This design comes from an exercise in tuning for a short achievable clock period and few clock cycles per item on the open sky130 flow, not from production work.
The RTL was checked by simulation tests, not by an equivalence proof against the original design.
Power is estimated from default activity; no workload was simulated.

<file path="design/flow/run.sh">
#!/bin/bash
# synth_recipe.tcl (not shown) runs the flow's synth.tcl, then flattens the netlist and writes it again
# the make line also repeats each setting of config.mk as NAME=value (left out here)
make -C /OpenROAD-flow-scripts/flow DESIGN_CONFIG=/design/flow/config.mk WORK_HOME=/design/flow/orfs CLKGATE_MAP_FILE= SYNTH_SCRIPT=/design/flow/synth_recipe.tcl finish
</file>
<file path="design/flow/config.mk">
export PLATFORM = sky130hd
export DESIGN_NAME = frame_codec
export DESIGN_NICKNAME = frame_codec
export VERILOG_FILES = /design/flow/design.v
export SDC_FILE = /design/flow/constraint.sdc
export NUM_CORES = 4
export LEC_CHECK = 0
export ABC_CLOCK_PERIOD_IN_PS = 2500
export CAP_MARGIN = 20
export CORE_MARGIN = 2
export CORE_UTILIZATION = 40
export PLACE_DENSITY = 0.6
export SETUP_SLACK_MARGIN = 5
export SLEW_MARGIN = 20
</file>
<file path="design/flow/constraint.sdc">
create_clock -name core_clock -period 8.0 [get_ports {clk}]
set_input_delay 1.6000 -clock core_clock [delete_from_list [all_inputs] [get_ports {clk}]]
set_output_delay 1.6000 -clock core_clock [all_outputs]
set_load 0.01 [all_outputs]
</file>
<file path="design/flow/design.v">
module frame_codec (
    input  wire        clk,
    input  wire        rst,
    input  wire        cmd_valid,
    output wire        cmd_ready,
    input  wire [31:0] cmd_word,
    input  wire        cmd_has_data,
    input  wire [15:0] cmd_len,
    input  wire        cmd_has_cap,
    input  wire [15:0] cmd_cap,
    input  wire        in_valid,
    output wire        in_ready,
    input  wire [7:0]  in_data,
    output wire        out_valid,
    input  wire        out_ready,
    output wire [7:0]  out_data,
    output wire        rsp_valid,
    input  wire        rsp_ready,
    output wire [7:0]  rsp_status,
    output wire [15:0] rsp_topic,
    output wire [15:0] rsp_tag,
    output wire [31:0] rsp_value
);
    localparam [31:0] PREAMBLE = 32'h52534B31;
    localparam [7:0] ST_OK          = 8'h00;
    localparam [7:0] ST_MALFORMED   = 8'h02;
    localparam [7:0] ST_CHECKSUM    = 8'h03;
    localparam [7:0] ST_BUF_SMALL   = 8'h06;
    localparam [7:0] ST_NULL_INPUT  = 8'h09;
    localparam [7:0] ST_ENCODE_ERR  = 8'h0A;
    localparam [7:0] ST_ILLEGAL     = 8'h0C;
    localparam [1:0] OP_CRC = 2'd1, OP_GEN = 2'd2, OP_PARSE = 2'd3;
    localparam integer BUFN = 128;    
    function [31:0] crc_byte;
        input [31:0] c_in;
        input [7:0]  b;
        integer k;
        reg [31:0] c;
        begin
            c = c_in ^ {24'd0, b};
            for (k = 0; k < 8; k = k + 1)
                c = c[0] ? ((c >> 1) ^ 32'hEDB88320) : (c >> 1);
            crc_byte = c;
        end
    endfunction
    reg        cmd_ready_r;
    reg        r_v;
    reg [31:0] r_word;
    reg        r_hd;
    reg [15:0] r_len;
    reg        r_hc;
    reg [15:0] r_cap;
    reg        dq0_v, dq1_v;
    reg [1:0]  dq0_op,  dq1_op;
    reg        dq0_fail, dq1_fail;
    reg [7:0]  dq0_st,  dq1_st;
    reg        dq0_nob, dq1_nob;
    reg [15:0] dq0_len, dq1_len;
    reg        dq0_r1,  dq1_r1;
    reg [15:0] dq0_tag, dq1_tag;
    reg [6:0]  dq0_pl,  dq1_pl;
    wire [7:0]  r_opc = r_word[31:24];
    wire [7:0]  r_rsv = r_word[23:16];
    wire [15:0] r_imm = r_word[15:0];
    wire        r_legal = (r_rsv == 8'd0) &&
                          ((r_opc == 8'h01 && r_imm == 16'd0) ||
                           (r_opc == 8'h02) ||
                           (r_opc == 8'h03 && r_imm == 16'd0));
    wire [16:0] r_gen_size = {1'b0, r_len} + 17'd12;
    reg        d_fail;
    reg [7:0]  d_st;
    always @(*) begin
        d_fail = 1'b0;
        d_st   = ST_OK;
        if (!r_legal) begin
            d_fail = 1'b1; d_st = ST_ILLEGAL;
        end else if (!r_hd) begin
            d_fail = 1'b1; d_st = ST_NULL_INPUT;
        end else if (r_opc == 8'h02) begin
            if (!r_hc) begin
                d_fail = 1'b1; d_st = ST_NULL_INPUT;
            end else if (r_len > 16'd100) begin
                d_fail = 1'b1; d_st = ST_ENCODE_ERR;
            end else if (r_gen_size > {1'b0, r_cap}) begin
                d_fail = 1'b1; d_st = ST_ENCODE_ERR;
            end
        end else if (r_opc == 8'h03) begin
            if (r_len > 16'd112) begin
                d_fail = 1'b1; d_st = ST_BUF_SMALL;
            end else if (r_len < 16'd12) begin
                d_fail = 1'b1; d_st = ST_MALFORMED;
            end
        end
    end
    wire        d_nob = !r_hd || (r_len == 16'd0);
    wire [15:0] d_len = r_hd ? r_len : 16'd0;
    wire        d_r1  = r_hd && (r_len == 16'd1);
    wire [6:0]  d_pl  = (r_opc == 8'h02) ? r_len[6:0] : (r_len[6:0] - 7'd12);
    reg        in_ready_r;
    reg        i0_v, i1_v;
    reg [7:0]  i0_d, i1_d;
    reg        ctx_v;
    reg [1:0]  c_op;
    reg        c_fail;
    reg [7:0]  c_st;
    reg        c_nob;
    reg [15:0] c_rem;
    reg        c_r1;
    reg [15:0] c_tag;
    reg [6:0]  c_pl;
    reg [3:0]  c_pidx;
    reg        c_prebad;
    reg [31:0] c_chk;
    reg [15:0] c_topic;
    reg [15:0] c_rtag;
    reg [31:0] crc;
    reg        space_ok;
    reg        rq_ok;
    reg        s1_st;
    reg [7:0]  s1_d;
    reg        f_v;
    reg [1:0]  f_op;
    reg        f_fail;
    reg [7:0]  f_st;
    reg [31:0] f_crc;
    reg        f_prebad;
    reg [31:0] f_chk;
    reg [15:0] f_topic;
    reg [15:0] f_rtag;
    reg [15:0] f_tag;
    reg [6:0]  f_pl;
    wire b_gen = (c_op == OP_GEN);
    wire b_par = (c_op == OP_PARSE);
    wire b_crc = (c_op == OP_CRC);
    wire [7:0] b = i0_d;
    wire in_pl = b_par && (c_pidx == 4'd12);
    wire take = ctx_v && !c_nob && i0_v && space_ok && (!c_r1 || rq_ok);
    wire fin  = (take && c_r1) || (ctx_v && c_nob && rq_ok);
    wire ld   = dq0_v && (!ctx_v || fin);
    wire [31:0] crc_upd = crc_byte(crc, b);
    wire        crc_use = b_crc || b_gen || in_pl;
    wire [31:0] crc_new = (take && crc_use) ? crc_upd : crc;
    wire [7:0] pre_byte = (c_pidx[1:0] == 2'd0) ? PREAMBLE[7:0]   :
                          (c_pidx[1:0] == 2'd1) ? PREAMBLE[15:8]  :
                          (c_pidx[1:0] == 2'd2) ? PREAMBLE[23:16] : PREAMBLE[31:24];
    wire        rx_hdr  = take && b_par;
    wire        prebad_new = c_prebad || (rx_hdr && c_pidx < 4'd4 && b != pre_byte);
    wire [31:0] chk_new = (rx_hdr && c_pidx[3:2] == 2'b01) ? {b, c_chk[31:8]} : c_chk;
    wire [15:0] topic_new = (rx_hdr && c_pidx[3:1] == 3'b100) ? {b, c_topic[15:8]} : c_topic;
    wire [15:0] rtag_new  = (rx_hdr && c_pidx[3:1] == 3'b101) ? {b, c_rtag[15:8]} : c_rtag;
    wire        store = take && !c_fail && (b_gen || (in_pl && !c_prebad));
    reg [7:0]  cnt;       
    reg [7:0]  ccnt;      
    reg [8*BUFN-1:0] mem;
    reg [2:0]  rq_w, rq_p, rq_r;
    reg [7:0]  rq_st   [0:3];
    reg        rq_gen  [0:3];
    reg        rq_hasb [0:3];
    reg [6:0]  rq_pl   [0:3];
    reg [15:0] rq_topic[0:3];
    reg [15:0] rq_tag  [0:3];
    reg [31:0] rq_val  [0:3];
    wire f_crcok  = (f_chk == ~f_crc);
    wire f_hdrok  = (f_op == OP_PARSE) && !f_fail && !f_prebad;
    wire f_parok  = f_hdrok && f_crcok;
    wire rollback = f_v && f_hdrok && !f_crcok;
    wire f_gen    = (f_op == OP_GEN) && !f_fail;
    reg [7:0] f_status;
    always @(*) begin
        if (f_fail)                 f_status = f_st;
        else if (f_op == OP_PARSE)  f_status = f_prebad ? ST_MALFORMED :
                                               (!f_crcok ? ST_CHECKSUM : ST_OK);
        else                        f_status = ST_OK;
    end
    wire        f_hasb  = f_gen || (f_parok && f_pl != 7'd0);
    wire [15:0] f_otopic = f_parok ? f_topic : 16'd0;
    wire [15:0] f_otag   = f_parok ? f_rtag : (f_gen ? f_tag : 16'd0);
    wire [31:0] f_oval   = ((f_op == OP_CRC || f_op == OP_GEN) && !f_fail) ? ~f_crc : 32'd0;
    reg        p_act;
    reg [3:0]  p_hcnt;
    reg [6:0]  p_prem;
    reg [95:0] p_hdr;
    reg        p_first;
    reg [2:0]  p_idx;
    reg        out_valid_r;
    reg [7:0]  out_data_r;
    reg        o0_last;
    reg        o1_v;
    reg [7:0]  o1_d;
    reg        o1_first, o1_last;
    reg [2:0]  o1_idx;
    reg        rsp_valid_r;
    reg [7:0]  rsp_status_r;
    reg [15:0] rsp_topic_r, rsp_tag_r;
    reg [31:0] rsp_value_r;
    wire push   = p_act && !o1_v;
    wire p_inh  = (p_hcnt != 4'd0);
    wire pop    = push && !p_inh;
    wire [7:0] push_d = p_inh ? p_hdr[7:0] : mem[7:0];
    wire push_last = (p_hcnt == 4'd1 && p_prem == 7'd0) ||
                     (p_hcnt == 4'd0 && p_prem == 7'd1);
    wire       fire0  = out_valid_r && out_ready;
    wire       free0  = !out_valid_r || fire0;
    wire       rsp_fire = rsp_valid_r && rsp_ready;
    wire       rsp_free = !rsp_valid_r || rsp_fire;
    wire       cand_v     = o1_v || push;
    wire [7:0] cand_d     = o1_v ? o1_d     : push_d;
    wire       cand_first = o1_v ? o1_first : p_first;
    wire       cand_last  = o1_v ? o1_last  : push_last;
    wire [2:0] cand_idx   = o1_v ? o1_idx   : p_idx;
    wire       allow  = !cand_first || ((rq_r == cand_idx) && rsp_free);
    wire       ld0    = free0 && cand_v && allow;
    wire [1:0] rr = rq_r[1:0];
    wire       rq_ne  = (rq_r != rq_w);
    wire       load_n = rsp_free && rq_ne && !rq_hasb[rr];
    wire       load_b = fire0 && o0_last;
    wire       lrsp   = load_n || load_b;
    wire [1:0] pp = rq_p[1:0];
    wire dq_pop  = ld;
    wire r_push  = r_v && (!dq1_v || dq_pop);
    wire cmd_fire = cmd_valid && cmd_ready_r;
    wire r_v_n   = cmd_fire || (r_v && !r_push);
    reg  dq1_v_n;
    always @(*) begin
        if (dq0_v && !dq_pop)
            dq1_v_n = dq1_v || r_push;
        else if (dq1_v)
            dq1_v_n = r_push;
        else
            dq1_v_n = 1'b0;
    end
    always @(posedge clk) begin
        if (!(r_v && !r_push)) begin
            r_word <= cmd_word; r_hd <= cmd_has_data; r_len <= cmd_len;
            r_hc <= cmd_has_cap; r_cap <= cmd_cap;
        end
        if (rst) begin
            r_v <= 1'b0;
            cmd_ready_r <= 1'b1;
        end else begin
            r_v <= r_v_n;
            cmd_ready_r <= !(r_v_n && dq1_v_n);
        end
    end
    always @(posedge clk) begin
        if (dq0_v && !dq_pop) begin
            if (!dq1_v && r_push) begin
                dq1_op <= r_word[25:24]; dq1_fail <= d_fail; dq1_st <= d_st;
                dq1_nob <= d_nob; dq1_len <= d_len; dq1_r1 <= d_r1;
                dq1_tag <= r_imm; dq1_pl <= d_pl;
            end
        end else if (dq1_v) begin
            dq0_op <= dq1_op; dq0_fail <= dq1_fail; dq0_st <= dq1_st;
            dq0_nob <= dq1_nob; dq0_len <= dq1_len; dq0_r1 <= dq1_r1;
            dq0_tag <= dq1_tag; dq0_pl <= dq1_pl;
            dq1_op <= r_word[25:24]; dq1_fail <= d_fail; dq1_st <= d_st;
            dq1_nob <= d_nob; dq1_len <= d_len; dq1_r1 <= d_r1;
            dq1_tag <= r_imm; dq1_pl <= d_pl;
        end else begin
            dq0_op <= r_word[25:24]; dq0_fail <= d_fail; dq0_st <= d_st;
            dq0_nob <= d_nob; dq0_len <= d_len; dq0_r1 <= d_r1;
            dq0_tag <= r_imm; dq0_pl <= d_pl;
        end
        if (rst) begin
            dq0_v <= 1'b0; dq1_v <= 1'b0;
        end else begin
            if (dq0_v && !dq_pop)
                dq0_v <= 1'b1;
            else
                dq0_v <= dq1_v || r_push;
            dq1_v <= dq1_v_n;
        end
    end
    wire in_fire = in_valid && in_ready_r;
    reg  i1_v_n;
    always @(*) begin
        if (i0_v && !take)
            i1_v_n = i1_v || in_fire;
        else if (i1_v)
            i1_v_n = in_fire;
        else
            i1_v_n = 1'b0;
    end
    always @(posedge clk) begin
        if (i0_v && !take) begin
            if (!i1_v) i1_d <= in_data;
        end else if (i1_v) begin
            i0_d <= i1_d;
            i1_d <= in_data;
        end else begin
            i0_d <= in_data;
        end
        if (rst) begin
            i0_v <= 1'b0; i1_v <= 1'b0; in_ready_r <= 1'b1;
        end else begin
            if (i0_v && !take)
                i0_v <= 1'b1;
            else
                i0_v <= i1_v || in_fire;
            i1_v <= i1_v_n;
            in_ready_r <= !i1_v_n;
        end
    end
    always @(posedge clk) begin
        if (ld) begin
            c_op <= dq0_op; c_fail <= dq0_fail; c_st <= dq0_st; c_nob <= dq0_nob;
            c_rem <= dq0_len; c_r1 <= dq0_r1; c_tag <= dq0_tag; c_pl <= dq0_pl;
            c_pidx <= 4'd0; c_prebad <= 1'b0;
            crc <= 32'hFFFFFFFF;
        end else if (take) begin
            c_rem <= c_rem - 16'd1;
            c_r1 <= (c_rem == 16'd2);
            if (c_pidx != 4'd12) c_pidx <= c_pidx + 4'd1;
            c_prebad <= prebad_new;
            crc <= crc_new;
        end
        c_chk <= chk_new; c_topic <= topic_new; c_rtag <= rtag_new;
        if (rst)
            ctx_v <= 1'b0;
        else if (ld)
            ctx_v <= 1'b1;
        else if (fin)
            ctx_v <= 1'b0;
        s1_d <= b;
        if (rst) s1_st <= 1'b0; else s1_st <= store;
        if (fin) begin
            f_op <= c_op; f_fail <= c_fail; f_st <= c_st; f_crc <= crc_new;
            f_prebad <= prebad_new; f_chk <= chk_new; f_topic <= topic_new;
            f_rtag <= rtag_new; f_tag <= c_tag; f_pl <= c_pl;
        end
        if (rst) f_v <= 1'b0; else f_v <= fin;
    end
    wire [7:0] cnt_nr  = cnt + {7'd0, s1_st} - {7'd0, pop};
    wire [7:0] ccnt_np = ccnt - {7'd0, pop};
    genvar gi;
    generate
        for (gi = 0; gi < BUFN; gi = gi + 1) begin : g_buf
            wire sel_here = s1_st && (pop ? (cnt == gi + 1) : (cnt == gi));
            wire [7:0] nxt;
            if (gi == BUFN - 1) begin : g_last
                assign nxt = mem[8*gi +: 8];
            end else begin : g_mid
                assign nxt = pop ? mem[8*(gi+1) +: 8] : mem[8*gi +: 8];
            end
            always @(posedge clk)
                mem[8*gi +: 8] <= sel_here ? s1_d : nxt;
        end
    endgenerate
    always @(posedge clk) begin
        if (rst) begin
            cnt <= 8'd0; ccnt <= 8'd0; space_ok <= 1'b1;
        end else begin
            if (rollback) begin
                cnt <= ccnt_np; ccnt <= ccnt_np;
            end else if (f_v) begin
                cnt <= cnt_nr; ccnt <= cnt_nr;
            end else begin
                cnt <= cnt_nr; ccnt <= ccnt_np;
            end
            space_ok <= (cnt_nr <= 8'd126);
        end
    end
    wire [2:0] rq_w_n = rq_w + {2'd0, f_v};
    always @(posedge clk) begin
        if (f_v) begin
            rq_st[rq_w[1:0]]    <= f_status;
            rq_gen[rq_w[1:0]]   <= f_gen;
            rq_hasb[rq_w[1:0]]  <= f_hasb;
            rq_pl[rq_w[1:0]]    <= f_pl;
            rq_topic[rq_w[1:0]] <= f_otopic;
            rq_tag[rq_w[1:0]]   <= f_otag;
            rq_val[rq_w[1:0]]   <= f_oval;
        end
        if (rst) begin
            rq_w <= 3'd0; rq_ok <= 1'b1;
        end else begin
            rq_w <= rq_w_n;
            rq_ok <= ((rq_w_n - rq_r) + {2'd0, fin}) <= 3'd3;
        end
    end
    wire p_load = !p_act && (rq_p != rq_w);
    always @(posedge clk) begin
        if (p_load) begin
            p_hcnt  <= rq_gen[pp] ? 4'd12 : 4'd0;
            p_prem  <= rq_pl[pp];
            p_hdr   <= {rq_tag[pp][15:8], rq_tag[pp][7:0], 8'h00, rq_tag[pp][15:8],
                        rq_val[pp], PREAMBLE};
            p_first <= 1'b1;
            p_idx   <= rq_p;
        end else if (push) begin
            p_first <= 1'b0;
            if (p_inh) begin
                p_hcnt <= p_hcnt - 4'd1;
                p_hdr  <= {8'h00, p_hdr[95:8]};
            end else begin
                p_prem <= p_prem - 7'd1;
            end
        end
        if (rst) begin
            p_act <= 1'b0; rq_p <= 3'd0;
        end else begin
            if (p_load) begin
                rq_p  <= rq_p + 3'd1;
                p_act <= rq_hasb[pp];
            end else if (push && push_last) begin
                p_act <= 1'b0;
            end
        end
    end
    always @(posedge clk) begin
        if (ld0) begin
            out_data_r <= cand_d;
            o0_last    <= cand_last;
        end
        if (!o1_v) begin
            o1_d <= push_d; o1_first <= p_first; o1_last <= push_last; o1_idx <= p_idx;
        end
        if (rst) begin
            out_valid_r <= 1'b0; o1_v <= 1'b0;
        end else begin
            out_valid_r <= ld0 || (out_valid_r && !fire0);
            if (o1_v)
                o1_v <= !ld0;
            else
                o1_v <= push && !ld0;
        end
    end
    always @(posedge clk) begin
        if (lrsp) begin
            rsp_status_r <= rq_st[rr];
            rsp_topic_r  <= rq_topic[rr];
            rsp_tag_r    <= rq_gen[rr] ? 16'd0 : rq_tag[rr];
            rsp_value_r  <= rq_gen[rr] ? 32'd0 : rq_val[rr];
        end
        if (rst) begin
            rsp_valid_r <= 1'b0; rq_r <= 3'd0;
        end else begin
            if (lrsp) begin
                rsp_valid_r <= 1'b1;
                rq_r <= rq_r + 3'd1;
            end else if (rsp_fire) begin
                rsp_valid_r <= 1'b0;
            end
        end
    end
    assign cmd_ready  = cmd_ready_r;
    assign in_ready   = in_ready_r;
    assign out_valid  = out_valid_r;
    assign out_data   = out_data_r;
    assign rsp_valid  = rsp_valid_r;
    assign rsp_status = rsp_status_r;
    assign rsp_topic  = rsp_topic_r;
    assign rsp_tag    = rsp_tag_r;
    assign rsp_value  = rsp_value_r;
endmodule
</file>
==> impl_metrics.ini, run 1 <==
[status]
status = finished clean

[cells_and_area]
drive_above_1_share = 0.3936
final_cell_mix = edfxtp_1 (1832), mux2_2 (1129), nand2_1 (229), clkbuf_16 (217), dfxtp_1 (192)
syn2layout_area_growth_pct = 15.72
fin_nets = 5461
mostFrequentLayoutCell = edfxtp_1
stdcell_area_um2 = 99120
final_core_util = 0.4664
fillers = 17980

[floorplan]
dieHeight_um = 466.8
ios = 164
die-area_um2 = 217900
initial_utilization = 0.4031
die_w_um = 466.8
coreArea_um2 = 212500
num_rows = 169

[clocking]
numCtsBuffers = 212
insertion_delay_ns = 0.87
cts_buffer_depth = 3
cts_root_buf = clkbuf_16
holdBufCountCts = 0
clkTransAtPathRegs_ns = 0.06
cts_tree = done
cts_htree_levels = 4
cts_sinks = 2040

[critical_path]
crit_chain = buf_6 -> nand4_1 -> and4bb_2 -> nand2_1 -> xnor2_1 -> ha_1 -> nand3_2 -> or3_4 -> a41oi_2 -> a41oi_2 -> a211oi_4 -> buf_4 -> a21oi_2
slowest_delay_ns = 0.44
crit_arrival_ns = 3.88
reg2reg_to = dq0_st[3]
required_ns = 8.56
path_common_cell = a41oi_2
rrSetupSlack_ns = 4.69
cpMaxStageDelayCell = edfxtp_1
reg2reg_from = r_len[5]
worst_r2r_path_depth = 13
crit_type = register to register
crit_path_max_fanout = 4
crit_path_end_kind = register
start_kind = register

[global_route]
grt_pass1_vias = 45170
grt_max_degree = 89
grt.total_usage = 0.1720
antenna_found_initial = 11
grt-ovfl-total = 0
grt_pass1_wl_um = 284500

[power_and_ir_drop]
p_int_mw = 19.16
p_comb_frac = 0.106
clkPwrFrac = 0.396
cellPowerDensity_nw_per_um2 = 255.7
peakVddDrop_mv = 0.2528
p_sw_frac = 0.2443
p_seq_frac = 0.498
switching_power_mw = 6.191
leakagePower_nw = 33.32

[timing]
rsz0062_at_grt = yes
slew_headroom = 0.2586
postLayoutSetupSlackWorst_ns = 4.686
finalSetupTns_ns = 0
slew_violations = 0
finalCriticalPeriod_ns = 3.315
setup-violations-final = 0
max_freq_mhz = 301.7
clock_skew_ns = 0.05891
fin_crit_sh = 0.4143
worstMarginPinSlew_ns = 1.112
hold_viol_final = 0

[drt]
routed_wl_um = 187900
firstDrtPassIters = 5
routed_via_density = 5.219
wl_per_cell_um = 22.55
drtAntennaViolNets = 0
num_vias = 43480
drtIter0Drc = 3577
drc = 0

[place]
gp_congestion = 0.7705
numPortBuffers = 159
place_ws_ns = 2.495
placed_cell_area_um2 = 90250
hpwlAfterDp_um = 110600

[yosys]
async_reset_ff_frac = 0
ys_seq_area_frac = 0.6909
avgSynthCellArea_um2 = 16.89
synth_area_um2 = 85660
synth_edf_count = 1832
ys_types = 80
syn_inst = 5072
ys.flop_type = edfxtp_1
yosysWarnings = 1
synth_seq_cells = 2040

[job]
max_cap_violations = 0

[worst_hold_path]
whs_endpoint = f_st[3]
hold_depth = 0
hold_class = register to register
holdCritStartpoint = c_st[3]
metrics by stage:
step,hold WS (ns),total power [mW],instances
floorplan,0.3462,14.50,5075
global placement,0.4013,15.41,7826
detailed placement,0.4045,15.45,7826
CTS,0.3870,25.61,8304
global route,0.3971,26.33,8329
finish,0.3845,25.35,8331
cell families after synthesis:
group	count (synthesis)	synth area share
simple gates	787	0.05002
mux	1310	0.1886
flops	2040	0.6909
other cells	1	0.00004378
fa+ha+maj	64	0.009466
buf+inv	375	0.01801
compound gates	319	0.02288
xor+xnor	176	0.02014
final cells by class:
class | instances | area (um2) | share of cell area
Antenna cell | 5 | 12.51 | 0.0001262
Clock buffer | 273 | 5720 | 0.05771
Clock inverter | 127 | 1471 | 0.01484
Inverter | 82 | 329.1 | 0.003320
Multi-Input combinational cell | 2663 | 26050 | 0.2628
Sequential cell | 2040 | 59220 | 0.5975
Tap cell | 2821 | 3530 | 0.03561
Timing Repair Buffer | 320 | 2784 | 0.02809
how the worst max path moves through the flow:
stage                          from   endpoint  slack [ns]  cells past startpoint
after CTS                  r_len[5]   dq0_fail        4.67                     13
after global placement    p_hcnt[0]   mem[562]        2.62                      8
after global routing       r_len[5]  dq0_st[3]        4.57                     14
after detailed placement  p_hcnt[0]   mem[981]        2.49                      8
final                      r_len[5]  dq0_st[3]        4.69                     13
after floorplan           rsp_ready    rq_r[2]        3.99                      5
power by group through the flow:
| stage | Combinational, mW | Clock (mW) | Sequential, mW |
|---|---|---|---|
| detailed placement | 2.58 | 0 | 12.9 |
| finish | 2.70 | 10.0 | 12.6 |
| global route | 2.96 | 10.7 | 12.7 |
| global placement | 2.56 | 0 | 12.9 |
| floorplan | 1.86 | 0 | 12.6 |
| CTS | 2.70 | 10.3 | 12.6 |
per-layer routing:
| layer | GRT usage | wire, um | vias up |
|---|---|---|---|
| met5 | 0 | 13 | - |
| met4 | 0.05207 | 4536 | 2 |
| met3 | 0.03140 | 11010 | 252 |
| met2 | 0.2702 | 87400 | 1070 |
| met1 | 0.2429 | 84930 | 22310 |
| li1 | - | - | 19850 |
Yosys cell counts, drive strengths merged (3+ instances only):
library cell  count  area, um2
a21o             12      90.09
a21oi            51      255.2
a22o             41      359.1
a31oi             7      43.79
a32oi             4      57.56
a41oi             3      26.28
and2             32      200.2
and3             30      187.7
buf              63      366.6
clkbuf          230      863.3
dfxtp           208       4164
edfxtp         1832      55010
ha               60      750.7
inv              81      304.0
mux2           1154      12990
mux2i            29      290.3
mux4            127       2868
nand2           289       1170
nand2b           44      275.3
nand3            46      270.3
nand4             9      56.30
nor2            195       1202
nor2b            59      376.6
nor3             34      180.2
nor3b             6      50.05
nor4             20      125.1
nor4b             3      26.28
o211ai            6      50.05
o21ai           173      895.9
o21bai            5      37.54
o31ai             3      22.52
or2               3      18.77
or4               5      37.54
xnor2           122       1185
xor2             54      540.5
timing repair:
item	CTS	global route
setup endpoints to repair	2464	1650
gates resized for setup	575	83
cloned	2	1
hold endpoints to repair	0	0
pin swaps	33	15
setup buffers	76	21
critical path: cells and delay by family (launching register included):
family	cells	cell delay, ns
flip-flops	1	0.44
AO/OA/AOI/OAI	4	0.77
AND/OR/NAND/NOR	5	1.04
buffers and inverters	2	0.31
XOR/XNOR	1	0.14
adder cells (fa/ha/maj)	1	0.32
registers in the layout (all words and copies together) (netlist names), 28 cells and up, named ones only:
name / cells
r_word: 32
rq_pl: 28
f_chk: 32
rq_topic: 64
f_crc: 32
crc: 32
p_hdr: 96
rq_val: 128
mem: 1024
rsp_value_r: 32
c_chk: 32
rq_tag: 64
Testbench counts, summed over its fixed seeds: cycles 165,958, items 2,400.
==> run 2: changes to the inputs <==
--- a/design/flow/design.v
+++ b/design/flow/design.v
@@ -51,13 +51,4 @@
     reg        r_hc;
     reg [15:0] r_cap;
-    reg        dq0_v, dq1_v;
-    reg [1:0]  dq0_op,  dq1_op;
-    reg        dq0_fail, dq1_fail;
-    reg [7:0]  dq0_st,  dq1_st;
-    reg        dq0_nob, dq1_nob;
-    reg [15:0] dq0_len, dq1_len;
-    reg        dq0_r1,  dq1_r1;
-    reg [15:0] dq0_tag, dq1_tag;
-    reg [6:0]  dq0_pl,  dq1_pl;
     wire [7:0]  r_opc = r_word[31:24];
     wire [7:0]  r_rsv = r_word[23:16];
@@ -68,33 +59,46 @@
                            (r_opc == 8'h03 && r_imm == 16'd0));
     wire [16:0] r_gen_size = {1'b0, r_len} + 17'd12;
-    reg        d_fail;
-    reg [7:0]  d_st;
+    localparam integer DQW = 52;
+    wire [DQW-1:0] r_chk;
+    assign r_chk[0]     = r_legal;
+    assign r_chk[1]     = r_hd;
+    assign r_chk[2]     = r_hc;
+    assign r_chk[3]     = (r_opc == 8'h02);
+    assign r_chk[4]     = (r_opc == 8'h03);
+    assign r_chk[5]     = (r_len > 16'd100);
+    assign r_chk[6]     = (r_gen_size > {1'b0, r_cap});
+    assign r_chk[7]     = (r_len > 16'd112);
+    assign r_chk[8]     = (r_len < 16'd12);
+    assign r_chk[9]     = !r_hd || (r_len == 16'd0);
+    assign r_chk[10]    = r_hd && (r_len == 16'd1);
+    assign r_chk[26:11] = r_hd ? r_len : 16'd0;
+    assign r_chk[42:27] = r_imm;
+    assign r_chk[49:43] = (r_opc == 8'h02) ? r_len[6:0] : (r_len[6:0] - 7'd12);
+    assign r_chk[51:50] = r_word[25:24];
+    reg            dq0_v, dq1_v;
+    reg [DQW-1:0]  dq0, dq1;
+    reg        q_fail;
+    reg [7:0]  q_st;
     always @(*) begin
-        d_fail = 1'b0;
-        d_st   = ST_OK;
-        if (!r_legal) begin
-            d_fail = 1'b1; d_st = ST_ILLEGAL;
-        end else if (!r_hd) begin
-            d_fail = 1'b1; d_st = ST_NULL_INPUT;
-        end else if (r_opc == 8'h02) begin
-            if (!r_hc) begin
-                d_fail = 1'b1; d_st = ST_NULL_INPUT;
-            end else if (r_len > 16'd100) begin
-                d_fail = 1'b1; d_st = ST_ENCODE_ERR;
-            end else if (r_gen_size > {1'b0, r_cap}) begin
-                d_fail = 1'b1; d_st = ST_ENCODE_ERR;
+        q_fail = 1'b0;
+        q_st   = ST_OK;
+        if (!dq0[0]) begin
+            q_fail = 1'b1; q_st = ST_ILLEGAL;
+        end else if (!dq0[1]) begin
+            q_fail = 1'b1; q_st = ST_NULL_INPUT;
+        end else if (dq0[3]) begin
+            if (!dq0[2]) begin
+                q_fail = 1'b1; q_st = ST_NULL_INPUT;
+            end else if (dq0[5] || dq0[6]) begin
+                q_fail = 1'b1; q_st = ST_ENCODE_ERR;
             end
-        end else if (r_opc == 8'h03) begin
-            if (r_len > 16'd112) begin
-                d_fail = 1'b1; d_st = ST_BUF_SMALL;
-            end else if (r_len < 16'd12) begin
-                d_fail = 1'b1; d_st = ST_MALFORMED;
+        end else if (dq0[4]) begin
+            if (dq0[7]) begin
+                q_fail = 1'b1; q_st = ST_BUF_SMALL;
+            end else if (dq0[8]) begin
+                q_fail = 1'b1; q_st = ST_MALFORMED;
             end
         end
     end
-    wire        d_nob = !r_hd || (r_len == 16'd0);
-    wire [15:0] d_len = r_hd ? r_len : 16'd0;
-    wire        d_r1  = r_hd && (r_len == 16'd1);
-    wire [6:0]  d_pl  = (r_opc == 8'h02) ? r_len[6:0] : (r_len[6:0] - 7'd12);
     reg        in_ready_r;
     reg        i0_v, i1_v;
@@ -117,6 +121,6 @@
     reg        space_ok;
     reg        rq_ok;
-    reg        s1_st;
-    reg [7:0]  s1_d;
+    reg        s1_st, s2_st;
+    reg [7:0]  s1_d, s2_d;
     reg        f_v;
     reg [1:0]  f_op;
@@ -130,4 +134,5 @@
     reg [15:0] f_tag;
     reg [6:0]  f_pl;
+    reg        f2_v, f2_rb;
     wire b_gen = (c_op == OP_GEN);
     wire b_par = (c_op == OP_PARSE);
@@ -150,6 +155,5 @@
     wire [15:0] rtag_new  = (rx_hdr && c_pidx[3:1] == 3'b101) ? {b, c_rtag[15:8]} : c_rtag;
     wire        store = take && !c_fail && (b_gen || (in_pl && !c_prebad));
-    reg [7:0]  cnt;       
-    reg [7:0]  ccnt;      
+    reg [BUFN:0]     oh_c, oh_cc;
     reg [8*BUFN-1:0] mem;
     reg [2:0]  rq_w, rq_p, rq_r;
@@ -164,5 +168,4 @@
     wire f_hdrok  = (f_op == OP_PARSE) && !f_fail && !f_prebad;
     wire f_parok  = f_hdrok && f_crcok;
-    wire rollback = f_v && f_hdrok && !f_crcok;
     wire f_gen    = (f_op == OP_GEN) && !f_fail;
     reg [7:0] f_status;
@@ -177,5 +180,7 @@
     wire [15:0] f_otag   = f_parok ? f_rtag : (f_gen ? f_tag : 16'd0);
     wire [31:0] f_oval   = ((f_op == OP_CRC || f_op == OP_GEN) && !f_fail) ? ~f_crc : 32'd0;
-    reg        p_act;
+    reg        p_act;     
+    reg        p_inh;     
+    reg        p_inpl;    
     reg [3:0]  p_hcnt;
     reg [6:0]  p_prem;
@@ -195,9 +200,7 @@
     reg [31:0] rsp_value_r;
     wire push   = p_act && !o1_v;
-    wire p_inh  = (p_hcnt != 4'd0);
-    wire pop    = push && !p_inh;
+    wire pop    = p_inpl && !o1_v;
     wire [7:0] push_d = p_inh ? p_hdr[7:0] : mem[7:0];
-    wire push_last = (p_hcnt == 4'd1 && p_prem == 7'd0) ||
-                     (p_hcnt == 4'd0 && p_prem == 7'd1);
+    wire push_last = p_inh ? (p_hcnt == 4'd1 && p_prem == 7'd0) : (p_prem == 7'd1);
     wire       fire0  = out_valid_r && out_ready;
     wire       free0  = !out_valid_r || fire0;
@@ -213,5 +216,5 @@
     wire [1:0] rr = rq_r[1:0];
     wire       rq_ne  = (rq_r != rq_w);
-    wire       load_n = rsp_free && rq_ne && !rq_hasb[rr];
+    wire       load_n = !rsp_valid_r && rq_ne && !rq_hasb[rr];
     wire       load_b = fire0 && o0_last;
     wire       lrsp   = load_n || load_b;
@@ -245,20 +248,10 @@
     always @(posedge clk) begin
         if (dq0_v && !dq_pop) begin
-            if (!dq1_v && r_push) begin
-                dq1_op <= r_word[25:24]; dq1_fail <= d_fail; dq1_st <= d_st;
-                dq1_nob <= d_nob; dq1_len <= d_len; dq1_r1 <= d_r1;
-                dq1_tag <= r_imm; dq1_pl <= d_pl;
-            end
+            if (!dq1_v) dq1 <= r_chk;
         end else if (dq1_v) begin
-            dq0_op <= dq1_op; dq0_fail <= dq1_fail; dq0_st <= dq1_st;
-            dq0_nob <= dq1_nob; dq0_len <= dq1_len; dq0_r1 <= dq1_r1;
-            dq0_tag <= dq1_tag; dq0_pl <= dq1_pl;
-            dq1_op <= r_word[25:24]; dq1_fail <= d_fail; dq1_st <= d_st;
-            dq1_nob <= d_nob; dq1_len <= d_len; dq1_r1 <= d_r1;
-            dq1_tag <= r_imm; dq1_pl <= d_pl;
-        end else begin
-            dq0_op <= r_word[25:24]; dq0_fail <= d_fail; dq0_st <= d_st;
-            dq0_nob <= d_nob; dq0_len <= d_len; dq0_r1 <= d_r1;
-            dq0_tag <= r_imm; dq0_pl <= d_pl;
+            dq0 <= dq1;
+            dq1 <= r_chk;
+        end else begin
+            dq0 <= r_chk;
         end
         if (rst) begin
@@ -304,6 +297,7 @@
     always @(posedge clk) begin
         if (ld) begin
-            c_op <= dq0_op; c_fail <= dq0_fail; c_st <= dq0_st; c_nob <= dq0_nob;
-            c_rem <= dq0_len; c_r1 <= dq0_r1; c_tag <= dq0_tag; c_pl <= dq0_pl;
+            c_op <= dq0[51:50]; c_fail <= q_fail; c_st <= q_st; c_nob <= dq0[9];
+            c_rem <= dq0[26:11]; c_r1 <= dq0[10]; c_tag <= dq0[42:27];
+            c_pl <= dq0[49:43];
             c_pidx <= 4'd0; c_prebad <= 1'b0;
             crc <= 32'hFFFFFFFF;
@@ -323,5 +317,10 @@
             ctx_v <= 1'b0;
         s1_d <= b;
-        if (rst) s1_st <= 1'b0; else s1_st <= store;
+        s2_d <= s1_d;
+        if (rst) begin
+            s1_st <= 1'b0; s2_st <= 1'b0;
+        end else begin
+            s1_st <= store; s2_st <= s1_st;
+        end
         if (fin) begin
             f_op <= c_op; f_fail <= c_fail; f_st <= c_st; f_crc <= crc_new;
@@ -329,12 +328,19 @@
             f_rtag <= rtag_new; f_tag <= c_tag; f_pl <= c_pl;
         end
-        if (rst) f_v <= 1'b0; else f_v <= fin;
+        if (rst) begin
+            f_v <= 1'b0; f2_v <= 1'b0; f2_rb <= 1'b0;
+        end else begin
+            f_v <= fin;
+            f2_v <= f_v;
+            f2_rb <= f_v && f_hdrok && !f_crcok;
+        end
     end
-    wire [7:0] cnt_nr  = cnt + {7'd0, s1_st} - {7'd0, pop};
-    wire [7:0] ccnt_np = ccnt - {7'd0, pop};
+    wire [BUFN:0] oh_c_n  = (s2_st && !pop) ? {oh_c[BUFN-1:0], 1'b0} :
+                            (!s2_st && pop) ? {1'b0, oh_c[BUFN:1]} : oh_c;
+    wire [BUFN:0] oh_cc_n = pop ? {1'b0, oh_cc[BUFN:1]} : oh_cc;
     genvar gi;
     generate
         for (gi = 0; gi < BUFN; gi = gi + 1) begin : g_buf
-            wire sel_here = s1_st && (pop ? (cnt == gi + 1) : (cnt == gi));
+            wire sel_here = s2_st && (pop ? oh_c[gi+1] : oh_c[gi]);
             wire [7:0] nxt;
             if (gi == BUFN - 1) begin : g_last
@@ -344,19 +350,21 @@
             end
             always @(posedge clk)
-                mem[8*gi +: 8] <= sel_here ? s1_d : nxt;
+                mem[8*gi +: 8] <= sel_here ? s2_d : nxt;
         end
     endgenerate
     always @(posedge clk) begin
         if (rst) begin
-            cnt <= 8'd0; ccnt <= 8'd0; space_ok <= 1'b1;
+            oh_c <= {{BUFN{1'b0}}, 1'b1};
+            oh_cc <= {{BUFN{1'b0}}, 1'b1};
+            space_ok <= 1'b1;
         end else begin
-            if (rollback) begin
-                cnt <= ccnt_np; ccnt <= ccnt_np;
-            end else if (f_v) begin
-                cnt <= cnt_nr; ccnt <= cnt_nr;
+            if (f2_rb) begin
+                oh_c <= oh_cc_n; oh_cc <= oh_cc_n;
+            end else if (f2_v) begin
+                oh_c <= oh_c_n; oh_cc <= oh_c_n;
             end else begin
-                cnt <= cnt_nr; ccnt <= ccnt_np;
+                oh_c <= oh_c_n; oh_cc <= oh_cc_n;
             end
-            space_ok <= (cnt_nr <= 8'd126);
+            space_ok <= !(oh_c_n[BUFN] || oh_c_n[BUFN-1] || oh_c_n[BUFN-2]);
         end
     end
@@ -382,5 +390,5 @@
     always @(posedge clk) begin
         if (p_load) begin
-            p_hcnt  <= rq_gen[pp] ? 4'd12 : 4'd0;
+            p_hcnt  <= 4'd12;
             p_prem  <= rq_pl[pp];
             p_hdr   <= {rq_tag[pp][15:8], rq_tag[pp][7:0], 8'h00, rq_tag[pp][15:8],
@@ -398,11 +406,17 @@
         end
         if (rst) begin
-            p_act <= 1'b0; rq_p <= 3'd0;
+            p_act <= 1'b0; p_inh <= 1'b0; p_inpl <= 1'b0; rq_p <= 3'd0;
         end else begin
             if (p_load) begin
-                rq_p  <= rq_p + 3'd1;
-                p_act <= rq_hasb[pp];
-            end else if (push && push_last) begin
-                p_act <= 1'b0;
+                rq_p   <= rq_p + 3'd1;
+                p_act  <= rq_hasb[pp];
+                p_inh  <= rq_hasb[pp] && rq_gen[pp];
+                p_inpl <= rq_hasb[pp] && !rq_gen[pp];
+            end else if (push) begin
+                if (push_last) begin
+                    p_act <= 1'b0; p_inh <= 1'b0; p_inpl <= 1'b0;
+                end else if (p_inh && p_hcnt == 4'd1) begin
+                    p_inh <= 1'b0; p_inpl <= 1'b1;
+                end
             end
         end
@@ -427,5 +441,5 @@
     end
     always @(posedge clk) begin
-        if (lrsp) begin
+        if (!rsp_valid_r) begin
             rsp_status_r <= rq_st[rr];
             rsp_topic_r  <= rq_topic[rr];
==> run 2 against run 1 <==
Still clean on timing, DRC and antenna. Non-clock buffer count fell by 77. Total power up 21%. Count of clock-buffer cells in the layout increased by 31. Area after synthesis grew 14%. Via count grew 18%. Maximum frequency up 7.0%. Sequential share of layout area decreased by 1.2 points.
==> impl_metrics.ini, run 2 <==
[place]
placed_cells = 9296
numPortBuffers = 159
hpwlAfterDp_um = 122000
gp_congestion = 0.7605

[clocking]
cts_htree_levels = 4
cts_tree = done
insertion_delay_ns = 0.89
holdBufCountCts = 0
numCtsBuffers = 232
clkTransAtPathRegs_ns = 0.06
cts_sinks = 2303
cts_buffer_depth = 3
cts_root_buf = clkbuf_16

[yosys]
ys_types = 72
syn_inst = 6398
ys.flop_type = edfxtp_1
synth_xor_area_frac = 0.01628
synthSimpleGateAreaFrac = 0.04995
ys_seq_area_frac = 0.6600
async_reset_ff_frac = 0
synth_top_area_cell = edfxtp_1
synth-compound-area-share = 0.03729
synth.area.mux_share = 0.2056
synthAdderAreaFrac = 0.005430
synth_seq_cells = 2303
synth_area_um2 = 97700
yosysWarnings = 1
synth_top_family_by_area = multiplexers
synth_area_leaders = edfxtp_1 (56%), mux2_2 (13%), dfxtp_1 (9.6%), mux2i_1 (4.2%), mux4_2 (2.9%)
synth_most_common_cell = edfxtp_1
yosysTopAreaCellShare = 0.5643
avgSynthCellArea_um2 = 15.27
synth_common_cells = edfxtp_1 (1836), mux2_2 (1161), dfxtp_1 (467), mux2i_1 (414), nand2_1 (377)
synth_edf_count = 1836

[timing]
slew_violations = 0
worstMarginPinSlew_ns = 1.091
finalCriticalPeriod_ns = 3.098
rsz0062_at_grt = yes
max_freq_mhz = 322.8
finalSetupTns_ns = 0
fin_crit_sh = 0.3873
slew_headroom = 0.2728
setup-violations-final = 0
hold_viol_final = 0
clock_skew_ns = 0.04662

[critical_path]
crit_arrival_ns = 1.50
start_kind = register
crit_type = register to primary output
crit_path_max_fanout = 1
reg2reg_from = r_len[3]
rrSetupSlack_ns = 5.03
cpMaxStageDelayCell = edfxtp_1
crit_family = flip-flops
crit_chain = buf_6
worstSetupStartpoint = rsp_status_r[0]
required_ns = 6.40
slowest_delay_ns = 0.47
crit_buf_inv = 1
crit_path_end_kind = primary output

[global_route]
grt_max_degree = 209
grt-ovfl-total = 0
grt.total_usage = 0.1626
grt_pass1_vias = 52580
antenna_found_initial = 3
grt_pass1_wl_um = 317400

[floorplan]
initial_utilization = 0.4021
coreArea_um2 = 243000
num_rows = 181
die-area_um2 = 248200
die_w_um = 498.2
dieHeight_um = 498.2
ios = 164

[cells_and_area]
seqCellArea_um2 = 64550
mostFrequentLayoutCell = edfxtp_1
fin_nets = 6480
syn2layout_area_growth_pct = 12.81
largest-register = mem
layout.cells.non_filler = 9772
fillers = 21100
multi_input_area_um2 = 31290
final_cell_mix = edfxtp_1 (1836), mux2_2 (1161), dfxtp_1 (447), mux2i_1 (395), nand2_1 (374)
largest_reg_flops = 1024
drive_above_1_share = 0.3024

[drt]
firstDrtPassIters = 7
met1_length_um = 95230
routed_via_density = 5.244
drtIter0Drc = 3660
drtAntennaViolNets = 0
num_vias = 51240
wl_per_cell_um = 20.99
routed.top_layer = met4
routed-wl-met2_um = 96990
wl_met3_um = 8515
routed_wl_um = 205100
drc = 0

[job]
max_cap_violations = 0

[power_and_ir_drop]
peakVddDrop_mv = 0.2058
switching_power_mw = 7.562
cellPowerDensity_nw_per_um2 = 277.2
p_seq_frac = 0.509
p_comb_frac = 0.126
p_sw_frac = 0.2475
leakagePower_nw = 39.11
clkPwrFrac = 0.365
p_int_mw = 22.99

[worst_hold_path]
hold_class = register to register
holdCritStartpoint = s1_d[0]

[status]
status = finished clean
==> run 2: cell count changes in the layout (fill, tap and decap cells not counted), sizes merged, moves of 22 or more <==
cell,delta
o21ai,-63
clkbuf,+34
nand2,+86
nor3,-22
and3,-23
nand2b,+101
mux2i,+385
a211oi,+257
nor2,+154
o211ai,+25
buf,-83
dfxtp,+259
==> run 2: worst paths after layout <==
| path | end | cells past startpoint |
|---|---|---|
| worst max register to register | dq0[6] | 10 |
| worst max-delay path | rsp_status[0] | 1 |
| worst min register to register | s2_d[0] | 0 |
| worst min-delay path | s2_d[0] | 0 |
==> run 2: cells by family after synthesis <==
| kind of cell | after synthesis |
|---|---|
| mux | 1703 |
| simple gates | 1072 |
| other cells | 1 |
| fa+ha+maj | 42 |
| compound gates | 528 |
| buf+inv | 589 |
| xor+xnor | 160 |
| flops | 2303 |
==> run 2: layer usage <==
layer	GRT usage	up-vias
li1	-	24050
met1	0.2290	26040
met2	0.2619	892
met3	0.02492	256
met4	0.04303	0
met5	0	-
==> run 2: power by group through the flow <==
| stage | registers (mW) | logic (mW) | clock network [mW] |
|---|---|---|---|
| 6_report | 15.5 | 3.85 | 11.2 |
| 5_1_grt | 15.7 | 4.23 | 11.9 |
| 4_1_cts | 15.6 | 3.90 | 11.4 |
| 3_5_place_dp | 15.8 | 3.80 | 0 |
| 3_3_place_gp | 15.8 | 3.70 | 0 |
| 2_1_floorplan | 15.4 | 2.91 | 0 |
==> run 2: through the flow <==
stage	area, um2	hold WS, ns	setup WS (ns)	total power [mW]	utilization
floorplan	97760	0.3096	4.442	18.35	-
global placement	101700	0.3105	3.960	19.50	0.4187
detailed placement	101700	0.3140	3.838	19.59	0.4187
CTS	109900	0.3177	4.795	30.90	0.4521
global route	110200	0.3203	4.845	31.78	0.4536
finish	110200	0.3161	4.902	30.55	0.4536
==> run 2: layout make-up <==
class / count / area share
clock buffer: 304 / 0.05811
multi-input combinational: 3514 / 0.2839
tap: 3202 / 0.03635
clock inverter: 139 / 0.01399
timing repair buffer: 243 / 0.01968
inverter: 65 / 0.002248
sequential: 2303 / 0.5856
antenna: 2 / 0.00004541
==> run 2: timing repair <==
action / in CTS / in global routing
gates cloned: 6 / 3
pin swaps: 8 / 6
setup endpoints to repair: 2600 / 1081
resized for setup: 402 / 61
setup buffers: 17 / 4
Testbench counts of run 2, summed over its fixed seeds: cycles 165,963, items 2,400.
==> run 3: changes to the inputs <==
--- a/design/flow/config.mk
+++ b/design/flow/config.mk
@@ -9,6 +9,6 @@
 export CAP_MARGIN = 20
 export CORE_MARGIN = 2
-export CORE_UTILIZATION = 40
-export PLACE_DENSITY = 0.6
+export CORE_UTILIZATION = 65
+export PLACE_DENSITY = 0.8
 export SETUP_SLACK_MARGIN = 5
 export SLEW_MARGIN = 20
==> run 3 against run 2 <==
Total power is 1.8% lower. Cell count decreased by 12%. Critical path type unchanged. Maximum frequency rose by 0.17%. Highest routed layer is now met5. Critical path depth unchanged. Die area fell by 38%. Count of clock-buffer cells in the layout down 16. Global-route usage rose by 8.7 points. Sequential power about the same. Largest power group unchanged. Register-to-register slack is essentially flat. Synthesized cell count stayed put.
==> impl_metrics.ini, run 3 <==
[status]
status = finished clean

[timing]
worstMarginPinSlew_ns = 1.156
slew_violations = 0
max_freq_mhz = 323.3
clock_skew_ns = 0.02310
slew_headroom = 0.2293
rsz0062_at_grt = yes
finalSetupTns_ns = 0
finalCriticalPeriod_ns = 3.093
setup-violations-final = 0
fin_crit_sh = 0.3866
hold_viol_final = 0

[drt]
num_vias = 52010
routed_wl_um = 190400
firstDrtPassIters = 5
drtIter0Drc = 4085
drtAntennaViolNets = 0
wl_per_cell_um = 22.26
drc = 0
routed_via_density = 6.080

[place]
numPortBuffers = 159
hpwlAfterDp_um = 110500
gp_congestion = 0.8062

[yosys]
ys_types = 72
ys.flop_type = edfxtp_1
yosysWarnings = 1
async_reset_ff_frac = 0
synth_top_area_cell = edfxtp_1
synth_seq_cells = 2303
yosysTopAreaCellShare = 0.5643
synth_common_cells = edfxtp_1 (1836), mux2_2 (1161), dfxtp_1 (467), mux2i_1 (414), nand2_1 (377)
synth_edf_count = 1836
ys_seq_area_frac = 0.6600
synth_most_common_cell = edfxtp_1
synth_area_leaders = edfxtp_1 (56%), mux2_2 (13%), dfxtp_1 (9.6%), mux2i_1 (4.2%), mux4_2 (2.9%)
synth_area_um2 = 97700
avgSynthCellArea_um2 = 15.27
syn_inst = 6398

[job]
max_cap_violations = 0

[worst_hold_path]
whs_endpoint = s2_d[6]
holdCritStartpoint = s1_d[6]
hold_class = register to register
hold_depth = 0

[power_and_ir_drop]
peakVddDrop_mv = 0.2127
cellPowerDensity_nw_per_um2 = 278.0
leakagePower_nw = 38.79
power_mw = 30.00

[clocking]
clkTransAtPathRegs_ns = 0.07
cts_buffer_depth = 3
insertion_delay_ns = 0.84
holdBufCountCts = 0
cts_tree = done
cts_root_buf = clkbuf_16
cts_htree_levels = 4
numCtsBuffers = 220
cts_sinks = 2303

[global_route]
antenna_found_initial = 0
grt-ovfl-total = 0
grt_busiest_layer = met2
use_met2 = 0.4118
use_met3 = 0.04093
grt_pass1_vias = 53030
grt_max_degree = 220
grt.total_usage = 0.2492
grt_pass1_wl_um = 299100
use_met1 = 0.3437

[critical_path]
slowest_delay_ns = 0.48
worst_r2r_path_depth = 10
crit_path_end_kind = primary output
reg2reg_to = dq0[6]
cpMaxStageDelayCell = edfxtp_1
crit_chain = buf_2
crit_buf_inv = 1
rrSetupSlack_ns = 5.03
required_ns = 6.40
start_kind = register
reg2reg_from = r_len[2]
crit_type = register to primary output
crit_arrival_ns = 1.49
crit_path_max_fanout = 1
crit_family = flip-flops

[cells_and_area]
syn2layout_area_growth_pct = 10.46
fin_nets = 6465
largest-register = mem
final_cell_mix = edfxtp_1 (1836), mux2_2 (1161), dfxtp_1 (447), mux2i_1 (410), nand2_1 (375)
largest_reg_flops = 1024
mostFrequentLayoutCell = edfxtp_1
drive_above_1_share = 0.2905

[floorplan]
initial_utilization = 0.6531
coreArea_um2 = 149600
die-area_um2 = 153400
die_w_um = 391.7
num_rows = 142
ios = 164
dieHeight_um = 391.7
-- run 3: cell counts after synthesis --
Identical to the previous run, type by type.
-- run 3: logic make-up after synthesis --
| family | share of synthesized area |
|---|---|
| AO/OA/AOI/OAI | 0.03729 |
| XOR/XNOR | 0.01628 |
| adder cells (fa/ha/maj) | 0.005430 |
| buffers and inverters | 0.02538 |
| flip-flops | 0.6600 |
| multiplexers | 0.2056 |
| other | 0.00003838 |
| AND/OR/NAND/NOR | 0.04995 |
-- run 3: per-layer routing --
| layer | wire, um | up-vias |
|---|---|---|
| met1 | 81050 | 26240 |
| met5 | 177 | - |
| met4 | 4541 | 2 |
| met2 | 93150 | 1522 |
| li1 | - | 23940 |
| met3 | 11520 | 306 |
-- run 3: cell type report --
class	instances	area, um2
sequential	2303	64550
inverter	65	247.7
multi-input combinational	3511	31000
clock buffer	288	6171
antenna	1	2.502
tap	2016	2522
timing repair buffer	243	2081
fill	9221	41680
clock inverter	127	1348
-- run 3: how the worst max path moves through the flow --
stage                    start       endpoint  slack, ns  depth (start not counted)
4_1_cts        rsp_status_r[0]  rsp_status[0]       4.86                          1
3_3_place_gp              o1_v       mem[372]       3.89                          5
2_1_floorplan             c_r1          rq_ok       4.44                          9
6_report       rsp_status_r[0]  rsp_status[0]       4.91                          1
5_1_grt        rsp_topic_r[12]  rsp_topic[12]       4.87                          1
3_5_place_dp               rst       oh_c[28]       3.78                          4
-- run 3: power by group --
| group | leakage [nW] | switching, mW | internal (mW) |
|---|---|---|---|
| Sequential | 20.9 | 0.609 | 15.0 |
| Combinational | 14.2 | 2.21 | 1.57 |
| Clock | 3.69 | 4.40 | 6.26 |
| Total | 38.8 | 7.22 | 22.8 |
-- run 3: through the flow --
stage,cells,utilization,hold WS (ns),worst slack [ns],cell area (um2)
after floorplan,6401,-,0.3096,4.442,97760
after global placement,8110,0.6702,0.3109,3.888,100300
after detailed placement,8110,0.6702,0.3118,3.782,100300
after CTS,8541,0.7196,0.3249,4.859,107700
after global routing,8553,0.7213,0.3293,4.873,107900
final,8554,0.7214,0.3225,4.907,107900
-- run 3: timing repair --
item,CTS,global route
setup buffers,13,11
resized for setup,350,41
pin swaps,5,8
setup endpoints to repair,2415,1339
cloned,3,1
==> run 4: changes to the inputs <==
--- a/design/flow/design.v
+++ b/design/flow/design.v
@@ -76,4 +76,6 @@
     assign r_chk[49:43] = (r_opc == 8'h02) ? r_len[6:0] : (r_len[6:0] - 7'd12);
     assign r_chk[51:50] = r_word[25:24];
+    reg            r2_v;
+    reg [DQW-1:0]  r2;
     reg            dq0_v, dq1_v;
     reg [DQW-1:0]  dq0, dq1;
@@ -134,5 +136,10 @@
     reg [15:0] f_tag;
     reg [6:0]  f_pl;
-    reg        f2_v, f2_rb;
+    reg        g_v, g_rb;
+    reg [7:0]  g_status;
+    reg        g_gen, g_hasb;
+    reg [6:0]  g_pl;
+    reg [15:0] g_topic, g_tag;
+    reg [31:0] g_val;
     wire b_gen = (c_op == OP_GEN);
     wire b_par = (c_op == OP_PARSE);
@@ -221,7 +228,9 @@
     wire [1:0] pp = rq_p[1:0];
     wire dq_pop  = ld;
-    wire r_push  = r_v && (!dq1_v || dq_pop);
+    wire r_push  = r2_v && (!dq1_v || dq_pop);
+    wire r_move  = r_v && (!r2_v || r_push);
     wire cmd_fire = cmd_valid && cmd_ready_r;
-    wire r_v_n   = cmd_fire || (r_v && !r_push);
+    wire r_v_n   = cmd_fire || (r_v && !r_move);
+    wire r2_v_n  = r_move || (r2_v && !r_push);
     reg  dq1_v_n;
     always @(*) begin
@@ -234,24 +243,26 @@
     end
     always @(posedge clk) begin
-        if (!(r_v && !r_push)) begin
+        if (!(r_v && !r_move)) begin
             r_word <= cmd_word; r_hd <= cmd_has_data; r_len <= cmd_len;
             r_hc <= cmd_has_cap; r_cap <= cmd_cap;
         end
+        if (!(r2_v && !r_push))
+            r2 <= r_chk;
         if (rst) begin
-            r_v <= 1'b0;
+            r_v <= 1'b0; r2_v <= 1'b0;
             cmd_ready_r <= 1'b1;
         end else begin
-            r_v <= r_v_n;
-            cmd_ready_r <= !(r_v_n && dq1_v_n);
+            r_v <= r_v_n; r2_v <= r2_v_n;
+            cmd_ready_r <= !(r_v_n && r2_v_n);
         end
     end
     always @(posedge clk) begin
         if (dq0_v && !dq_pop) begin
-            if (!dq1_v) dq1 <= r_chk;
+            if (!dq1_v) dq1 <= r2;
         end else if (dq1_v) begin
             dq0 <= dq1;
-            dq1 <= r_chk;
+            dq1 <= r2;
         end else begin
-            dq0 <= r_chk;
+            dq0 <= r2;
         end
         if (rst) begin
@@ -323,15 +334,15 @@
             s1_st <= store; s2_st <= s1_st;
         end
-        if (fin) begin
-            f_op <= c_op; f_fail <= c_fail; f_st <= c_st; f_crc <= crc_new;
-            f_prebad <= prebad_new; f_chk <= chk_new; f_topic <= topic_new;
-            f_rtag <= rtag_new; f_tag <= c_tag; f_pl <= c_pl;
-        end
+        f_op <= c_op; f_fail <= c_fail; f_st <= c_st; f_crc <= crc_new;
+        f_prebad <= prebad_new; f_chk <= chk_new; f_topic <= topic_new;
+        f_rtag <= rtag_new; f_tag <= c_tag; f_pl <= c_pl;
+        g_status <= f_status; g_gen <= f_gen; g_hasb <= f_hasb; g_pl <= f_pl;
+        g_topic <= f_otopic; g_tag <= f_otag; g_val <= f_oval;
         if (rst) begin
-            f_v <= 1'b0; f2_v <= 1'b0; f2_rb <= 1'b0;
+            f_v <= 1'b0; g_v <= 1'b0; g_rb <= 1'b0;
         end else begin
             f_v <= fin;
-            f2_v <= f_v;
-            f2_rb <= f_v && f_hdrok && !f_crcok;
+            g_v <= f_v;
+            g_rb <= f_v && f_hdrok && !f_crcok;
         end
     end
@@ -359,7 +370,7 @@
             space_ok <= 1'b1;
         end else begin
-            if (f2_rb) begin
+            if (g_rb) begin
                 oh_c <= oh_cc_n; oh_cc <= oh_cc_n;
-            end else if (f2_v) begin
+            end else if (g_v) begin
                 oh_c <= oh_c_n; oh_cc <= oh_c_n;
             end else begin
@@ -369,14 +380,14 @@
         end
     end
-    wire [2:0] rq_w_n = rq_w + {2'd0, f_v};
+    wire [2:0] rq_w_n = rq_w + {2'd0, g_v};
     always @(posedge clk) begin
-        if (f_v) begin
-            rq_st[rq_w[1:0]]    <= f_status;
-            rq_gen[rq_w[1:0]]   <= f_gen;
-            rq_hasb[rq_w[1:0]]  <= f_hasb;
-            rq_pl[rq_w[1:0]]    <= f_pl;
-            rq_topic[rq_w[1:0]] <= f_otopic;
-            rq_tag[rq_w[1:0]]   <= f_otag;
-            rq_val[rq_w[1:0]]   <= f_oval;
+        if (g_v) begin
+            rq_st[rq_w[1:0]]    <= g_status;
+            rq_gen[rq_w[1:0]]   <= g_gen;
+            rq_hasb[rq_w[1:0]]  <= g_hasb;
+            rq_pl[rq_w[1:0]]    <= g_pl;
+            rq_topic[rq_w[1:0]] <= g_topic;
+            rq_tag[rq_w[1:0]]   <= g_tag;
+            rq_val[rq_w[1:0]]   <= g_val;
         end
         if (rst) begin
@@ -384,5 +395,5 @@
         end else begin
             rq_w <= rq_w_n;
-            rq_ok <= ((rq_w_n - rq_r) + {2'd0, fin}) <= 3'd3;
+            rq_ok <= ((rq_w_n - rq_r) + {2'd0, f_v} + {2'd0, fin}) <= 3'd3;
         end
     end
@@ -423,8 +434,10 @@
     end
     always @(posedge clk) begin
-        if (ld0) begin
+        if (ld0)
+            o0_last <= cand_last;
+        if (rst)
+            out_data_r <= 8'd0;
+        else if (ld0)
             out_data_r <= cand_d;
-            o0_last    <= cand_last;
-        end
         if (!o1_v) begin
             o1_d <= push_d; o1_first <= p_first; o1_last <= push_last; o1_idx <= p_idx;
@@ -441,5 +454,10 @@
     end
     always @(posedge clk) begin
-        if (!rsp_valid_r) begin
+        if (rst) begin
+            rsp_status_r <= 8'd0;
+            rsp_topic_r  <= 16'd0;
+            rsp_tag_r    <= 16'd0;
+            rsp_value_r  <= 32'd0;
+        end else if (!rsp_valid_r) begin
             rsp_status_r <= rq_st[rr];
             rsp_topic_r  <= rq_topic[rr];
==> design/flow/flow/run.sh (new file) <==
#!/bin/bash
set -euo pipefail
bash standard.sh SETUP_SLACK_MARGIN=5.6 finish > standard_flow.log 2>&1
==> design/flow/standard.sh (new file) <==
#!/bin/bash
# synth_recipe.tcl (not shown) runs the flow's synth.tcl, then flattens the netlist and writes it again
# the make line also repeats each setting of config.mk as NAME=value (left out here)
make -C /OpenROAD-flow-scripts/flow DESIGN_CONFIG=/design/flow/config.mk WORK_HOME=/design/flow/orfs CLKGATE_MAP_FILE= SYNTH_SCRIPT=/design/flow/synth_recipe.tcl "${@:-finish}"
--- a/design/flow/config.mk
+++ b/design/flow/config.mk
@@ -10,4 +10,6 @@
 export CORE_MARGIN = 2
 export CORE_UTILIZATION = 65
+export CTS_CLUSTER_DIAMETER = 120
+export CTS_CLUSTER_SIZE = 30
 export PLACE_DENSITY = 0.8
 export SETUP_SLACK_MARGIN = 5
removed: design/flow/run.sh
==> run 4 against run 3 <==
Clock skew rose by 0.0094 ns. Combinational power fell by 31%. Global-route usage barely moved. Register-to-register slack improved by 0.29 ns. Clock power fell by 46%. First-iteration DRC count rose by 14%. Die area rose by 2.7%. Core utilization barely moved. Wire length rose by 9.3%. Sequential power fell by 8%.
==> impl_metrics.ini, run 4 <==
[drt]
wl_per_cell_um = 23.80
firstDrtPassIters = 5
drtIter0Drc = 4670
drc = 0
routed_wl_um = 208200
routed_via_density = 6.196
drtAntennaViolNets = 0
num_vias = 54200

[cells_and_area]
drive_above_1_share = 0.3144
syn2layout_area_growth_pct = 10.54
largest-register = mem
seqCellArea_um2 = 65120
mostFrequentLayoutCell = edfxtp_1
fin_nets = 6748
final_cell_mix = edfxtp_1 (1749), mux2_4 (559), mux2_2 (526), dfxtp_1 (516), nand2_1 (434)
largest_reg_flops = 1024
multi_input_area_um2 = 35920
layout.cells.non_filler = 8748
final_core_util = 0.7218
fillers = 9230

[status]
status = finished clean

[critical_path]
rrSetupSlack_ns = 5.32
slowest_delay_ns = 0.38
reg2reg_to = oh_c[23]
crit_family = flip-flops
required_ns = 6.40
cp.depth = 1
crit_type = register to primary output
worstSetupStartpoint = rsp_tag_r[10]
reg2reg_from = o1_v
cpMaxStageDelayCell = dfxtp_4
start_kind = register
crit_arrival_ns = 1.26
crit_chain = buf_6
critPathCapture = rsp_tag[10]
crit_buf_inv = 1
worst_r2r_path_depth = 14
crit_path_end_kind = primary output
crit_path_max_fanout = 2

[timing]
slew_violations = 0
finalSetupTns_ns = 0
clock_skew_ns = 0.03253
finalCriticalPeriod_ns = 2.860
worstMarginPinSlew_ns = 1.017
fin_crit_sh = 0.3575
hold_viol_final = 0
setup-violations-final = 0
max_freq_mhz = 349.6
rsz0062_at_grt = yes
slew_headroom = 0.3222

[yosys]
ys_types = 76
syn_inst = 6657
ys.flop_type = edfxtp_1
yosysWarnings = 1
synth_top_area_cell = edfxtp_1
synth_edf_count = 1749
synth_most_common_cell = edfxtp_1
synth_area_um2 = 100400
avgSynthCellArea_um2 = 15.07
yosysTopAreaCellShare = 0.5234
synth_common_cells = edfxtp_1 (1749), mux2_2 (685), dfxtp_1 (620), nand2_1 (487), mux2i_1 (431)
ys_seq_area_frac = 0.6470
synth_seq_cells = 2369
synth_area_leaders = edfxtp_1 (52%), dfxtp_1 (12%), mux2_2 (7.7%), mux2_4 (6.0%), mux2i_1 (4.3%)
async_reset_ff_frac = 0

[global_route]
grt.total_usage = 0.2497
antenna_found_initial = 3
grt_max_degree = 183
grt_pass1_vias = 53500
grt_pass1_wl_um = 308800
grt-ovfl-total = 0

[floorplan]
initial_utilization = 0.6530
ios = 164
die_w_um = 396.9
dieHeight_um = 396.9
die-area_um2 = 157500
num_rows = 144
coreArea_um2 = 153700

[place]
placed_cells = 8380
gp_congestion = 0.8335
hpwlAfterDp_um = 114200
numPortBuffers = 159

[worst_hold_path]
hold_depth = 0
holdCritStartpoint = c_st[1]
hold_class = register to register

[power_and_ir_drop]
peakVddDrop_mv = 0.2005
cellPowerDensity_nw_per_um2 = 205.4
leakagePower_nw = 42.06
power_mw = 22.78

[clocking]
cts_sinks = 2369
cts_root_buf = clkbuf_16
cts_htree_levels = 3
clkTransAtPathRegs_ns = 0.12
insertion_delay_ns = 0.77
cts_tree = done
numCtsBuffers = 88
cts_buffer_depth = 3

[job]
max_cap_violations = 0
## run 4: cell count changes in the layout (fill, tap and decap cells not counted), moves of 77 or more
| cell | change |
|---|---|
| mux2_2 | -635 |
| mux2_4 | +559 |
| nand2b_4 | +124 |
| dfxtp_2 | +77 |
| edfxtp_1 | -87 |
| nand2b_1 | -97 |
| buf_6 | +98 |
| clkbuf_16 | -133 |
## run 4: how the worst min path moves through the flow
stage	end	slack [ns]
after global routing	s2_d[0]	0.34
after floorplan	s2_d[0]	0.31
after CTS	f_st[1]	0.33
final	f_st[1]	0.33
after detailed placement	s2_d[0]	0.31
after global placement	s2_d[6]	0.31
## run 4: stage by stage
stage	hold slack (ns)	worst slack, ns	instance area, um2
5_1_grt	0.3379	5.093	110900
3_3_place_gp	0.3100	4.037	102700
6_report	0.3310	5.140	110900
2_1_floorplan	0.3096	4.312	100500
3_5_place_dp	0.3118	3.949	102700
4_1_cts	0.3285	5.084	108400
## run 4: kinds of logic (layout without fill, tap and decap cells)
logic type,count (synthesis),in the layout,share of synthesized area
simple gates,1295,1332,0.05882
compound gates,539,541,0.03682
xor+xnor,156,156,0.01588
mux,1643,1643,0.2082
other cells,1,6,0.00003737
flops,2369,2369,0.6470
fa+ha+maj,43,43,0.005461
buf+inv,611,614,0.02774
## run 4: what timing repair did
| item | 4_1_cts | 5_1_grt |
|---|---|---|
| gates resized for setup | 900 | 383 |
| endpoints found under the setup margin | 3021 | 2020 |
| buffers inserted | 83 | 58 |
| pin swaps | 32 | 47 |
| cloned | 33 | 25 |
| hold buffers | 0 | 0 |
| hold endpoints to repair | 0 | 0 |
## run 4: metal layers
layer	part of all wire	track usage
met1	0.43	0.3599
met5	0	0
met3	0.065	0.03104
met4	0.020	0.05418
met2	0.49	0.4118
## run 4: layout make-up
cell class | count | area share
sequential | 2369 | 0.5870
tap | 2044 | 0.02305
antenna | 2 | 0.00004512
clock inverter | 5 | 0.0007331
timing repair buffer | 380 | 0.04028
clock buffer | 160 | 0.02248
inverter | 69 | 0.002560
multi-input combinational | 3719 | 0.3238
## run 4: report_power, final
part / total [mW] / switching (mW) / leakage, nW / internal [mW]
registers: 14.4 / 0.407 / 21.0 / 14.0
clock network: 5.74 / 3.57 / 1.22 / 2.17
logic: 2.62 / 1.43 / 19.8 / 1.19
total: 22.8 / 5.41 / 42.1 / 17.4
Testbench counts of run 4, summed over its fixed seeds: cycles 165,999, items 2,400.

re-timing with driven ports:
No port has a modelled driver above. Below, the same layouts with a new extraction and two added sets of constraints. Step 1: set_driving_cell puts a clkbuf_16 on clk and a buf_2 on each other input, an assumption about the parent block. Step 2, shift: input delay + t, output delay - t, t = (earliest + latest rising clock arrival at the registers) / 2. This alone moves slack from input paths to output paths. a / b / c = ideal / step 1 / step 2; a / b = the first two.
| run | t, ns | slack for setup (ns) | clock arrival spread, ns |
|---|---|---|---|
| run 1 | 0.925 | 4.685 / 4.685 / 4.226 | 0.063 / 0.063 |
| run 2 | 0.948 | 4.902 / 4.817 / 4.258 | 0.050 / 0.050 |
| run 3 | 0.905 | 4.907 / 4.830 / 4.170 | 0.023 / 0.024 |
| run 4 | 0.831 | 5.140 / 5.059 / 4.853 | 0.036 / 0.036 |
After both steps every run listed still meets setup and hold. The setup slack of run 3, which loses most, moves by -0.077 ns with the drivers and by -0.737 ns with both steps.
